Source: an optimization exercise on an open RTL-to-GDS flow (aim: small area). Production flows keep margins and buffers that such runs may drop. No functional check of the RTL was part of this run. No activity file was given, so power comes from the tool's default toggle rates.

[config.mk]
export PLATFORM = sky130hd
export DESIGN_NAME = bc211_core
export DESIGN_NICKNAME = bc211_core
export VERILOG_FILES = /design/flow/design.v
export SDC_FILE = /design/flow/constraint.sdc
export NUM_CORES = 4
export LEC_CHECK = 0
export CAP_MARGIN = 20
export CORE_MARGIN = 2
export CORE_UTILIZATION = 40
export SLEW_MARGIN = 20
[constraint.sdc]
create_clock -name core_clock -period 10.0 [get_ports {clk}]
set_input_delay 2.0000 -clock core_clock [delete_from_list [all_inputs] [get_ports {clk}]]
set_output_delay 2.0000 -clock core_clock [all_outputs]
set_load 0.01 [all_outputs]
[design.v]
`default_nettype none
module bc211_slot (
    input  wire       clk,
    input  wire       rst,
    input  wire       en,           
    input  wire [1:0] pair,         
    input  wire [7:0] debounce_n,
    output reg  [2:0] commit,       
    output wire       commit_now,   
    output reg  [2:0] dec           
);
    localparam [2:0] ST_UNKNOWN = 3'd0, ST_EMPTY = 3'd1, ST_CHARGING = 3'd2,
                     ST_FULL = 3'd3, ST_ERROR = 3'd4;
    reg [2:0] cand;
    reg [7:0] cnt;
    reg [7:0] n;
    always @(*) begin
        case (pair)
            2'b11:   dec = ST_EMPTY;
            2'b10:   dec = ST_CHARGING;
            2'b01:   dec = ST_FULL;
            default: dec = ST_ERROR;
        endcase
    end
    always @(*) begin
        if (dec == cand && cnt != 8'd0)
            n = cnt + 8'd1;
        else
            n = 8'd1;
    end
    assign commit_now = en && (dec != commit) && (n >= debounce_n);
    always @(posedge clk) begin
        if (rst) begin
            commit <= ST_UNKNOWN;
            cand   <= ST_UNKNOWN;
            cnt    <= 8'd0;
        end else if (en) begin
            if (dec == commit) begin
                cand <= dec;
                cnt  <= 8'd0;
            end else if (n >= debounce_n) begin
                commit <= dec;
                cand   <= dec;
                cnt    <= 8'd0;
            end else begin
                cand <= dec;
                cnt  <= n;
            end
        end
    end
endmodule
module bc211_core (
    input  wire        clk,
    input  wire        rst,
    input  wire [7:0]  cfg_debounce_n,
    input  wire        cfg_notify_en,
    input  wire        tick,
    input  wire        stop,
    input  wire [31:0] now,
    output reg         hid_open,
    input  wire        hid_open_done,
    input  wire        hid_open_ok,
    output reg         hid_close,
    output wire        tx_valid,
    output wire [7:0]  tx_data,
    output wire        tx_last,
    input  wire        tx_ready,
    input  wire        tx_done,
    input  wire [1:0]  tx_status,
    output reg         rx_req,
    input  wire        rx_valid,
    input  wire [7:0]  rx_data,
    input  wire        rx_timeout,
    output wire [50:0] snap,        
    output wire [5:0]  err,         
    output wire [2:0]  link_sst,
    output wire        link_rc,
    output wire [2:0]  link_bst,
    output reg  [5:0]  ev_valid,
    output reg  [17:0] ev_prev,
    output reg  [17:0] ev_new,
    output reg  [31:0] ev_ts,
    output reg  [5:0]  nt_valid,
    output reg  [17:0] nt_summary
);
    localparam [31:0] BUS_SPEED_HZ = 32'd100000;
    localparam [6:0]  EXP_ADDR     = 7'h20;
    localparam [7:0]  REG_DIR      = 8'h00;
    localparam [7:0]  REG_PULLUP   = 8'h0C;
    localparam [7:0]  REG_PORT     = 8'h12;
    localparam [5:0]  STATUS_POLL_MAX = 6'd50;
    localparam [2:0] S_OPEN = 3'd0, S_CONFIG = 3'd1, S_INIT_DIR = 3'd2, S_INIT_PU = 3'd3,
                     S_IDLE = 3'd4, S_READ = 3'd5, S_DEAD = 3'd6, S_OFF = 3'd7;
    localparam [2:0] B_CLOSED = 3'd0, B_IDLE = 3'd1, B_CMD = 3'd2, B_STAT = 3'd3, B_DATA = 3'd4;
    localparam [2:0] X_NONE = 3'd0, X_LOAD = 3'd1, X_SEND = 3'd2, X_SWAIT = 3'd3,
                     X_RWAIT = 3'd4, X_CLASS = 3'd5;
    localparam [1:0] OP_CONFIGURE = 2'd0, OP_WRITE = 2'd1, OP_READ = 2'd2, OP_WRITEREAD = 2'd3;
    localparam [2:0] O_OK = 3'd0, O_LEN = 3'd1, O_TIMEOUT = 3'd2, O_BUSY = 3'd3, O_NACK = 3'd4,
                     O_IOERR = 3'd5, O_BADSIZE = 3'd6, O_BADARG = 3'd7;
    localparam [2:0] E_NONE = 3'd0, E_DEVNF = 3'd1, E_BUSTIMEOUT = 3'd2, E_BUSERROR = 3'd3,
                     E_INIT = 3'd4, E_BADSIZE = 3'd5, E_IOERROR = 3'd6, E_BADARG = 3'd7;
    localparam [2:0] XR_NOANS = 3'd0, XR_ACC = 3'd1, XR_BUSY = 3'd2, XR_STATUS = 3'd3,
                     XR_DATA = 3'd4, XR_NODATA = 3'd5, XR_IOERR = 3'd6, XR_BADSIZE = 3'd7;
    localparam [2:0] ST_FULL = 3'd3;
    reg [2:0]  sst;
    reg        rc;
    reg        open_wait;
    reg [2:0]  err_cls, err_det;
    reg [2:0]  bst;
    reg [2:0]  xph;
    reg [1:0]  op;
    reg [6:0]  ta;
    reg [5:0]  wl;
    reg [5:0]  rl;
    reg [7:0]  wd [0:3];
    reg        try_cnt;
    reg [5:0]  k;
    reg [2:0]  res;
    reg [7:0]  txbuf [0:63];    
    reg [7:0]  rxbuf [0:63];    
    reg [5:0]  tidx;
    reg [5:0]  ridx;
    reg [17:0] snap_st;
    reg        snap_stale;
    reg [31:0] snap_ts;
    integer j;
    assign snap     = {snap_ts, snap_stale, snap_st};
    assign err      = {err_det, err_cls};
    assign link_sst = sst;
    assign link_rc  = rc;
    assign link_bst = bst;
    assign tx_valid = (xph == X_SEND);
    assign tx_data  = txbuf[tidx];
    assign tx_last  = (tidx == 6'd63);
    function [7:0] cmd_code;
        input [1:0] o;
        case (o)
            OP_CONFIGURE: cmd_code = 8'h10;
            OP_WRITE:     cmd_code = 8'h20;
            OP_READ:      cmd_code = 8'h21;
            default:      cmd_code = 8'h22;
        endcase
    endfunction
    wire has_read = (op == OP_READ) || (op == OP_WRITEREAD);
    reg [7:0] xcode;
    always @(*) begin
        case (bst)
            B_STAT:  xcode = 8'h30;
            B_DATA:  xcode = 8'h31;
            default: xcode = cmd_code(op);
        endcase
    end
    wire sw_done = (xph == X_SWAIT) && tx_done;
    wire sw_fail = sw_done && (tx_status != 2'd0);
    wire rw_to   = (xph == X_RWAIT) && rx_timeout;
    wire cls_now = (xph == X_CLASS);
    wire ex_fire = sw_fail || rw_to || cls_now;
    reg [2:0] ex_res;
    always @(*) begin
        if (sw_fail)
            ex_res = tx_status[1] ? XR_BADSIZE : XR_IOERR;
        else if (rw_to || rxbuf[0] != xcode)
            ex_res = XR_NOANS;
        else if (bst == B_STAT)
            ex_res = (rxbuf[1] == 8'h00 && rxbuf[2] >= 8'h01 && rxbuf[2] <= 8'h04)
                     ? XR_STATUS : XR_NOANS;
        else if (bst == B_DATA)
            ex_res = (rxbuf[1] == 8'h00) ? XR_DATA :
                     (rxbuf[1] == 8'h02) ? XR_NODATA : XR_NOANS;
        else
            ex_res = (rxbuf[1] == 8'h00) ? XR_ACC :
                     (rxbuf[1] == 8'h01) ? XR_BUSY : XR_NOANS;
    end
    reg       go_stat, go_data, poll_again, retry, fin;
    reg [2:0] fin_out;
    reg       af;           
    reg [2:0] af_out;
    always @(*) begin
        go_stat = 1'b0; go_data = 1'b0; poll_again = 1'b0; retry = 1'b0;
        fin = 1'b0; fin_out = O_OK; af = 1'b0; af_out = O_TIMEOUT;
        if (ex_fire) begin
            if (ex_res == XR_IOERR) begin
                fin = 1'b1; fin_out = O_IOERR;
            end else if (ex_res == XR_BADSIZE) begin
                fin = 1'b1; fin_out = O_BADSIZE;
            end else begin
                case (bst)
                    B_CMD: begin
                        if (ex_res == XR_ACC) go_stat = 1'b1;
                        else if (ex_res == XR_BUSY) begin af = 1'b1; af_out = O_BUSY; end
                        else begin af = 1'b1; af_out = O_TIMEOUT; end
                    end
                    B_STAT: begin
                        if (ex_res == XR_STATUS && rxbuf[2] == 8'h02) begin
                            if (has_read) go_data = 1'b1;
                            else begin fin = 1'b1; fin_out = O_OK; end
                        end else if (ex_res == XR_STATUS && rxbuf[2] == 8'h03) begin
                            af = 1'b1; af_out = O_NACK;
                        end else if (ex_res == XR_STATUS && rxbuf[2] == 8'h04) begin
                            af = 1'b1; af_out = O_TIMEOUT;
                        end else if (k == STATUS_POLL_MAX) begin
                            af = 1'b1; af_out = O_TIMEOUT;
                        end else begin
                            poll_again = 1'b1;
                        end
                    end
                    default: begin  
                        if (ex_res == XR_DATA && rxbuf[3] == {2'b00, rl}) begin
                            fin = 1'b1; fin_out = O_OK;
                        end else if (ex_res == XR_DATA || ex_res == XR_NODATA) begin
                            af = 1'b1; af_out = O_LEN;
                        end else begin
                            af = 1'b1; af_out = O_TIMEOUT;
                        end
                    end
                endcase
                if (af) begin
                    if ((af_out == O_TIMEOUT || af_out == O_NACK) && !try_cnt)
                        retry = 1'b1;
                    else begin
                        fin = 1'b1; fin_out = af_out;
                    end
                end
            end
        end
    end
    wire [15:0] port = {rxbuf[5], rxbuf[4]};    
    wire        poll_ok = fin && (fin_out == O_OK) && (sst == S_READ);
    wire [2:0] commit [0:5];
    wire [2:0] dec    [0:5];
    wire [5:0] commit_now;
    genvar gi;
    generate
        for (gi = 0; gi < 6; gi = gi + 1) begin : g_slot
            bc211_slot u_slot (
                .clk        (clk),
                .rst        (rst),
                .en         (poll_ok),
                .pair       (port[2*gi+1:2*gi]),
                .debounce_n (cfg_debounce_n),
                .commit     (commit[gi]),
                .commit_now (commit_now[gi]),
                .dec        (dec[gi])
            );
        end
    endgenerate
    reg [17:0] st_after;
    reg [17:0] st_before;
    reg [17:0] dec_all;
    reg [5:0]  full_edge;
    always @(*) begin
        for (j = 0; j < 6; j = j + 1) begin
            st_before[3*j +: 3] = commit[j];
            dec_all[3*j +: 3]   = dec[j];
            st_after[3*j +: 3]  = commit_now[j] ? dec[j] : commit[j];
            full_edge[j]        = commit_now[j] && (dec[j] == ST_FULL);
        end
    end
    task load_report;
        begin
            for (j = 0; j < 64; j = j + 1)
                txbuf[j] <= 8'h00;
            case (bst)
                B_STAT: txbuf[0] <= 8'h30;
                B_DATA: txbuf[0] <= 8'h31;
                default: begin
                    txbuf[0] <= cmd_code(op);
                    txbuf[1] <= {1'b0, ta};
                    txbuf[2] <= {2'b00, wl};
                    txbuf[3] <= {2'b00, rl};
                    for (j = 0; j < 4; j = j + 1)
                        if (j < wl) txbuf[4 + j] <= wd[j];
                end
            endcase
        end
    endtask
    always @(posedge clk) begin
        if (rst) begin
            sst        <= S_OPEN;
            rc         <= 1'b0;
            open_wait  <= 1'b0;
            err_cls    <= E_NONE;
            err_det    <= O_OK;
            bst        <= B_CLOSED;
            xph        <= X_NONE;
            try_cnt    <= 1'b0;
            k          <= 6'd0;
            res        <= O_OK;
            snap_st    <= 18'd0;
            snap_stale <= 1'b1;
            snap_ts    <= 32'd0;
            hid_open   <= 1'b0;
            hid_close  <= 1'b0;
            rx_req     <= 1'b0;
            ev_valid   <= 6'd0;
            nt_valid   <= 6'd0;
        end else begin
            hid_open  <= 1'b0;
            hid_close <= 1'b0;
            rx_req    <= 1'b0;
            ev_valid  <= 6'd0;
            nt_valid  <= 6'd0;
            case (xph)
                X_LOAD: begin
                    load_report;
                    tidx <= 6'd0;
                    xph  <= X_SEND;
                    if (bst == B_STAT) k <= k + 6'd1;
                end
                X_SEND: begin
                    if (tx_ready) begin
                        tidx <= tidx + 6'd1;
                        if (tidx == 6'd63) xph <= X_SWAIT;
                    end
                end
                X_SWAIT: begin
                    if (tx_done && tx_status == 2'd0) begin
                        rx_req <= 1'b1;
                        ridx   <= 6'd0;
                        xph    <= X_RWAIT;
                    end
                end
                X_RWAIT: begin
                    if (!rx_timeout && rx_valid) begin
                        rxbuf[ridx] <= rx_data;
                        ridx <= ridx + 6'd1;
                        if (ridx == 6'd63) xph <= X_CLASS;
                    end
                end
                default: ;
            endcase
            if (go_stat) begin
                bst <= B_STAT;
                k   <= 6'd0;
                xph <= X_LOAD;
            end else if (poll_again) begin
                xph <= X_LOAD;
            end else if (go_data) begin
                bst <= B_DATA;
                xph <= X_LOAD;
            end else if (retry) begin
                try_cnt <= 1'b1;
                bst     <= B_CMD;
                xph     <= X_LOAD;
            end else if (fin) begin
                res <= fin_out;
                bst <= B_IDLE;
                xph <= X_NONE;
            end
            case (sst)
                S_OPEN: begin
                    if (!open_wait) begin
                        hid_open  <= 1'b1;
                        open_wait <= 1'b1;
                    end else if (hid_open_done) begin
                        open_wait <= 1'b0;
                        if (hid_open_ok) begin
                            bst <= B_IDLE;
                            sst <= S_CONFIG;
                        end else begin
                            snap_stale <= 1'b1;
                            err_cls    <= E_DEVNF;
                            err_det    <= O_OK;
                            sst        <= S_DEAD;
                        end
                    end
                end
                S_CONFIG, S_INIT_DIR, S_INIT_PU: begin
                    if (bst == B_IDLE && xph == X_NONE) begin
                        try_cnt <= 1'b0;
                        bst     <= B_CMD;
                        xph     <= X_LOAD;
                        if (sst == S_CONFIG) begin
                            op    <= OP_CONFIGURE;
                            ta    <= 7'h00;
                            wl    <= 6'd4;
                            rl    <= 6'd0;
                            wd[0] <= BUS_SPEED_HZ[7:0];
                            wd[1] <= BUS_SPEED_HZ[15:8];
                            wd[2] <= BUS_SPEED_HZ[23:16];
                            wd[3] <= BUS_SPEED_HZ[31:24];
                        end else begin
                            op    <= OP_WRITE;
                            ta    <= EXP_ADDR;
                            wl    <= 6'd3;
                            rl    <= 6'd0;
                            wd[0] <= (sst == S_INIT_DIR) ? REG_DIR : REG_PULLUP;
                            wd[1] <= 8'hFF;
                            wd[2] <= 8'hFF;
                            wd[3] <= 8'h00;
                        end
                    end else if (fin) begin
                        if (fin_out == O_OK) begin
                            if (sst == S_CONFIG) sst <= S_INIT_DIR;
                            else if (sst == S_INIT_DIR) sst <= S_INIT_PU;
                            else begin
                                rc  <= 1'b0;
                                sst <= S_IDLE;
                            end
                        end else if (fin_out == O_IOERR) begin
                            snap_stale <= 1'b1;
                            err_cls    <= E_IOERROR;
                            err_det    <= O_IOERR;
                            hid_close  <= 1'b1;
                            bst        <= B_CLOSED;
                            if (rc) sst <= S_DEAD;
                            else begin
                                rc  <= 1'b1;
                                sst <= S_OPEN;
                            end
                        end else begin
                            snap_stale <= 1'b1;
                            err_cls    <= (fin_out == O_BADSIZE) ? E_BADSIZE : E_INIT;
                            err_det    <= fin_out;
                            hid_close  <= 1'b1;
                            bst        <= B_CLOSED;
                            sst        <= S_DEAD;
                        end
                    end
                end
                S_IDLE: begin
                    if (stop) begin
                        hid_close <= 1'b1;
                        bst       <= B_CLOSED;
                        sst       <= S_OFF;
                    end else if (tick) begin
                        sst     <= S_READ;
                        op      <= OP_WRITEREAD;
                        ta      <= EXP_ADDR;
                        wl      <= 6'd1;
                        rl      <= 6'd2;
                        wd[0]   <= REG_PORT;
                        wd[1]   <= 8'h00;
                        wd[2]   <= 8'h00;
                        wd[3]   <= 8'h00;
                        try_cnt <= 1'b0;
                        bst     <= B_CMD;
                        xph     <= X_LOAD;
                    end
                end
                S_READ: begin
                    if (fin) begin
                        case (fin_out)
                            O_OK: begin
                                snap_st    <= st_after;
                                snap_ts    <= now;
                                snap_stale <= 1'b0;
                                err_cls    <= E_NONE;
                                err_det    <= O_OK;
                                ev_valid   <= commit_now;
                                ev_prev    <= st_before;
                                ev_new     <= dec_all;
                                ev_ts      <= now;
                                nt_valid   <= cfg_notify_en ? full_edge : 6'd0;
                                nt_summary <= st_after;
                                sst        <= S_IDLE;
                            end
                            O_TIMEOUT: begin
                                snap_stale <= 1'b1;
                                err_cls    <= E_BUSTIMEOUT;
                                err_det    <= O_TIMEOUT;
                                sst        <= S_IDLE;
                            end
                            O_IOERR: begin
                                snap_stale <= 1'b1;
                                err_cls    <= E_IOERROR;
                                err_det    <= O_IOERR;
                                hid_close  <= 1'b1;
                                bst        <= B_CLOSED;
                                rc         <= 1'b1;
                                sst        <= S_OPEN;
                            end
                            O_BADSIZE: begin
                                snap_stale <= 1'b1;
                                err_cls    <= E_BADSIZE;
                                err_det    <= O_BADSIZE;
                                hid_close  <= 1'b1;
                                bst        <= B_CLOSED;
                                sst        <= S_DEAD;
                            end
                            default: begin
                                snap_stale <= 1'b1;
                                err_cls    <= E_BUSERROR;
                                err_det    <= fin_out;
                                sst        <= S_IDLE;
                            end
                        endcase
                    end
                end
                default: ;  
            endcase
        end
    end
endmodule
`default_nettype wire
[run.sh]
#!/bin/bash
# synth_recipe.tcl (not shown) runs the flow's synth.tcl, then flattens the netlist and writes it again
# the make line also repeats each setting of config.mk as NAME=value (left out here)
make -C /OpenROAD-flow-scripts/flow DESIGN_CONFIG=/design/flow/config.mk WORK_HOME=/design/flow/orfs CLKGATE_MAP_FILE= SYNTH_SCRIPT=/design/flow/synth_recipe.tcl finish
==> flow_summary.yaml <==
timing:
  fin_crit_ns: 6.45
  final-hold-violation-count: 0
  report.final.setup_viol: 0
  worstMarginPinSlew_ns: 1.06
  fin_crit_sh: 0.645
  final_critical_path_setup_slack_ns: 3.55
  max-slew-margin-rel: 0.293
  rsz0062_at_grt: "no"
  largest_clock_skew_in_the_final_design_ns: 0.0134
  setup-tns-final_ns: 0
  slew_violations: 0
  max_clock_freq_ghz: 0.155
  worst_hold_slack_ns: 0.449
critical_path:
  timing.reg2reg.setup_slack_ns: 4.81
  crit-reg2reg-capture: "ev_ts[14]"
  cp-end-kind: "register"
  start_kind: "input pin"
  crit_buf_inv: 3
  worstPathCellList: "clkdlybuf4s50_1, and4b_1, nor2b_1, a2111oi_2, nor4_1, o2111ai_1, o2111a_1, and3_1, a211oi_4, buf_4, and2_4, buf_4"
  cpMaxStageDelayCell: "sky130_fd_sc_hd__nor2b_1"
  crit_fanout: 56
  worst_path_largest_cell_delay_ns: 0.85
  timing.critical_path.max_delay_family: "simple AND/OR/NAND/NOR gates"
  worstPathRequired_ns: 10.17
  worst_path_most_repeated_cell: "sky130_fd_sc_hd__buf_4"
  worstSetupPathType: "in2reg"
  timing.reg2reg.worst_path_depth: 11
  worstReg2RegStart: "xph[1]"
  worst-endpoint-arrival_ns: 6.62
final_layout:
  layout-drive-gt1-share: 0.0558
  multi_input_comb_area_sq_um: 7010
  final_area_sq_um: 20000
  stdcell_count: 2352
  area_growth_syn_to_layout_pct: 25.6
  sequential_cell_area_sq_um: 8410
  layout.cells.most_common_list: "234 x sky130_fd_sc_hd__clkdlybuf4s50_1, 204 x sky130_fd_sc_hd__nand2_1, 174 x sky130_fd_sc_hd__dfxtp_1"
  layout.nets: 1944
  antennaDiodeCount: 0
  most_common_library_cell_in_the_layout_ignoring_fill_and_taps: "sky130_fd_sc_hd__clkdlybuf4s50_1"
  fill_cell_total_of_the_finished_layout: 3625
clocking:
  path_clk_slew_ns: 0.06
  cts_htree_levels: 2
  cts_setup_buffers: 0
  tritoncts_num_sinks: 338
  ctsResizeCount: 0
  post_cts_hold_buffer_count: 0
  worst_skew_pair.late_latency_ns: 0.55
  cts_root_buf: "sky130_fd_sc_hd__clkbuf_16"
  cts_buffers: 39
  cts_buffer_depth: 3
  tritoncts: "built"
global_routing:
  use_met1: 0.265
  grt.overflow.total: 0
  wire_length_of_the_first_global_routing_pass_mm: 65.5
  grt_start_max_net_pins: 99
  met2_capacity_usage_during_global_routing: 0.327
  first_global_vias: 11900
  global_route.usage.met3: 0.0382
  grt_use_total: 0.200
  top_usage_layer: "met2"
  number_of_antenna_violations_at_the_first_check_in_global_routing: 0
drt:
  drt_pre_antenna_iters: 4
  detailroute.via_count: 12300
  detail_route.wirelength_mm: 42.1
  vias_per_cell: 5.21
  wl_per_cell_microns: 17.9
  initialDrtViolationCount: 764
  drc: 0
  ant_nets: 0
synthesis:
  synth_seq_area_share: 0.529
  synth-main-ff-cell: "sky130_fd_sc_hd__dfxtp_1"
  synthCells: 1589
  synth_area_leader_cell: "sky130_fd_sc_hd__edfxtp_1"
  synth.top_cells.by_area: "sky130_fd_sc_hd__edfxtp_1 31%, sky130_fd_sc_hd__dfxtp_1 22%, sky130_fd_sc_hd__ha_1 6.8%"
  synth_edf_count: 164
  number_of_warnings_printed_during_yosys_synthesis: 6
  post_synth_num_cell_types: 69
  postSynthRegisterBits: 338
  synthesis.area_per_instance_sq_um: 10.0
  synth_fp_nets: 1736
  synth.top_cell.area_share: 0.310
  netlist_area_sq_um: 15900
  async_s_r_ff_share_synth: 0
place:
  detailed_place.area_sq_um: 18700
  pre_cts_ws_ns: 3.06
  finalWeightedCongestion: 0.892
  io_buffers: 235
  half_perimeter_wire_length_of_the_detailed_placement_result_mm: 29.3
  place.detailed.instances: 2281
power_and_ir_drop:
  vdd_drop_max_uv: 108
  total_leakage_power_nw: 7.19
  power.density_nw_per_um2: 160
min_path:
  hold_end: "snap_ts[8]"
  hold_path_startpoint: "snap_ts[8]"
  hold_path_class: "reg2reg"
  worstHoldPathCells: 2
floorplanning:
  fp.dieW_microns: 203
  die_ar_sq_um: 41400
  placeableCoreArea_sq_um: 39500
  chipHeight_microns: 203
  ports_placed_on_the_boundary: 236
  start_util: 0.403
  core.rowCount: 73
job:
  maxCapViolations: 0
outcome:
  run_status: "complete, no violations"
## cells by family after synthesis
group | count (synthesis) | share of synthesized area
buffers and inverters | 129 | 0.0323
AOI/OAI and AO/OA | 297 | 0.114
DFF | 338 | 0.529
xor gates and xnor gates | 87 | 0.0479
muxes | 37 | 0.0247
and+or+nand+nor | 615 | 0.185
adders and majority gates | 86 | 0.0677
## Yosys cell counts, types with 15 or more instances
cell type,instances
sky130_fd_sc_hd__o21ai_1,21
sky130_fd_sc_hd__xnor2_1,47
sky130_fd_sc_hd__mux2_2,18
sky130_fd_sc_hd__nor2_1,129
sky130_fd_sc_hd__edfxtp_1,164
sky130_fd_sc_hd__ha_1,86
sky130_fd_sc_hd__mux2i_1,19
sky130_fd_sc_hd__xor2_1,40
sky130_fd_sc_hd__clkbuf_1,57
sky130_fd_sc_hd__dfxtp_1,174
sky130_fd_sc_hd__nor3_1,30
sky130_fd_sc_hd__a21oi_1,151
sky130_fd_sc_hd__nand2_1,205
sky130_fd_sc_hd__o21ai_0,28
sky130_fd_sc_hd__nand3_1,92
sky130_fd_sc_hd__inv_1,54
sky130_fd_sc_hd__a21o_1,30
sky130_fd_sc_hd__and2_1,23
sky130_fd_sc_hd__nor4_1,15
sky130_fd_sc_hd__and3_1,33
## through the flow
stage | util | power (mW)
floorplan | - | 1.68
global placement | 0.473 | 1.79
detailed placement | 0.473 | 1.79
CTS | 0.506 | 3.23
global route | 0.506 | 3.31
finish | 0.506 | 3.20
## flip-flops by register name, summed over array words and instances, names as in the netlist, 5 cells and up
signal,flops
ev_valid,6
ev_new,18
g_slot.u_slot.cand,18
ridx,6
nt_valid,6
tidx,6
g_slot.u_slot.commit,18
ev_prev,18
k,6
ev_ts,32
wd,5
nt_summary,18
snap_st,18
txbuf,15
snap_ts,32
rxbuf,44
g_slot.u_slot.cnt,48
## worst max-delay path by stage
stage	startpoint	endpoint	depth (start not counted)
2_1_floorplan	tx_done	ev_new[0]	10
3_5_place_dp	tx_done	ev_ts[3]	12
5_1_grt	tx_done	ev_ts[24]	12
6_report	tx_done	ev_ts[14]	12
4_1_cts	tx_done	ev_ts[24]	12
3_3_place_gp	tx_done	ev_ts[3]	12
## layer usage
metal / share of wire / up-vias
li1: - / 6060
met1: 0.45 / 5767
met2: 0.46 / 356
met3: 0.057 / 82
met4: 0.031 / 0
met5: 0 / -
## final cells by class
| type | instances | share of cell area |
|---|---|---|
| Sequential cell | 338 | 0.421 |
| Multi-Input combinational cell | 1122 | 0.351 |
| Clock buffer | 56 | 0.0567 |
| Tap cell | 525 | 0.0329 |
| Clock inverter | 15 | 0.00814 |
| Inverter | 54 | 0.0101 |
| Timing Repair Buffer | 242 | 0.120 |
## worst register-to-register path, stage by stage, from the launching register on
cell	delay [ns]
sky130_fd_sc_hd__dfxtp_1	0.62
sky130_fd_sc_hd__and4b_1	0.34
sky130_fd_sc_hd__nor2b_1	0.85
sky130_fd_sc_hd__a2111oi_2	0.15
sky130_fd_sc_hd__nor4_1	0.33
sky130_fd_sc_hd__o2111ai_1	0.21
sky130_fd_sc_hd__o2111a_1	0.22
sky130_fd_sc_hd__and3_1	0.21
sky130_fd_sc_hd__a211oi_4	0.19
sky130_fd_sc_hd__buf_4	0.39
sky130_fd_sc_hd__and2_4	0.57
sky130_fd_sc_hd__buf_4	0.71
## power breakdown
group | internal, mW | switching, mW
Clock | 0.867 | 0.568
Combinational | 0.102 | 0.150
Sequential | 1.47 | 0.0415
Total | 2.44 | 0.759

re-timing with driven ports:
Ports are ideal in the flow. The routed layout listed here was re-timed in OpenROAD.
Step 1 assumes that a clkbuf_16 drives the clock port and a buf_2 every other input.
Step 2 times the ports against the registers' clock, not the clock port: input delays grow and output delays shrink by t, the midpoint of the rising clock arrivals with the driver on.
a / b / c = ideal ports / drivers / drivers and shift; a / b = the first two.
t, ns: 0.599
setup slack, ns: 3.551 / 3.582 / 2.982
worst setup path at the end: input to register
slew at the worst register clock pin (ns): 0.06 / 0.06
cell pins on the clock port's net: 1
After both steps this run still meets setup and hold. The setup slack of this run moves by +0.031 ns with the drivers and by -0.569 ns with both steps.
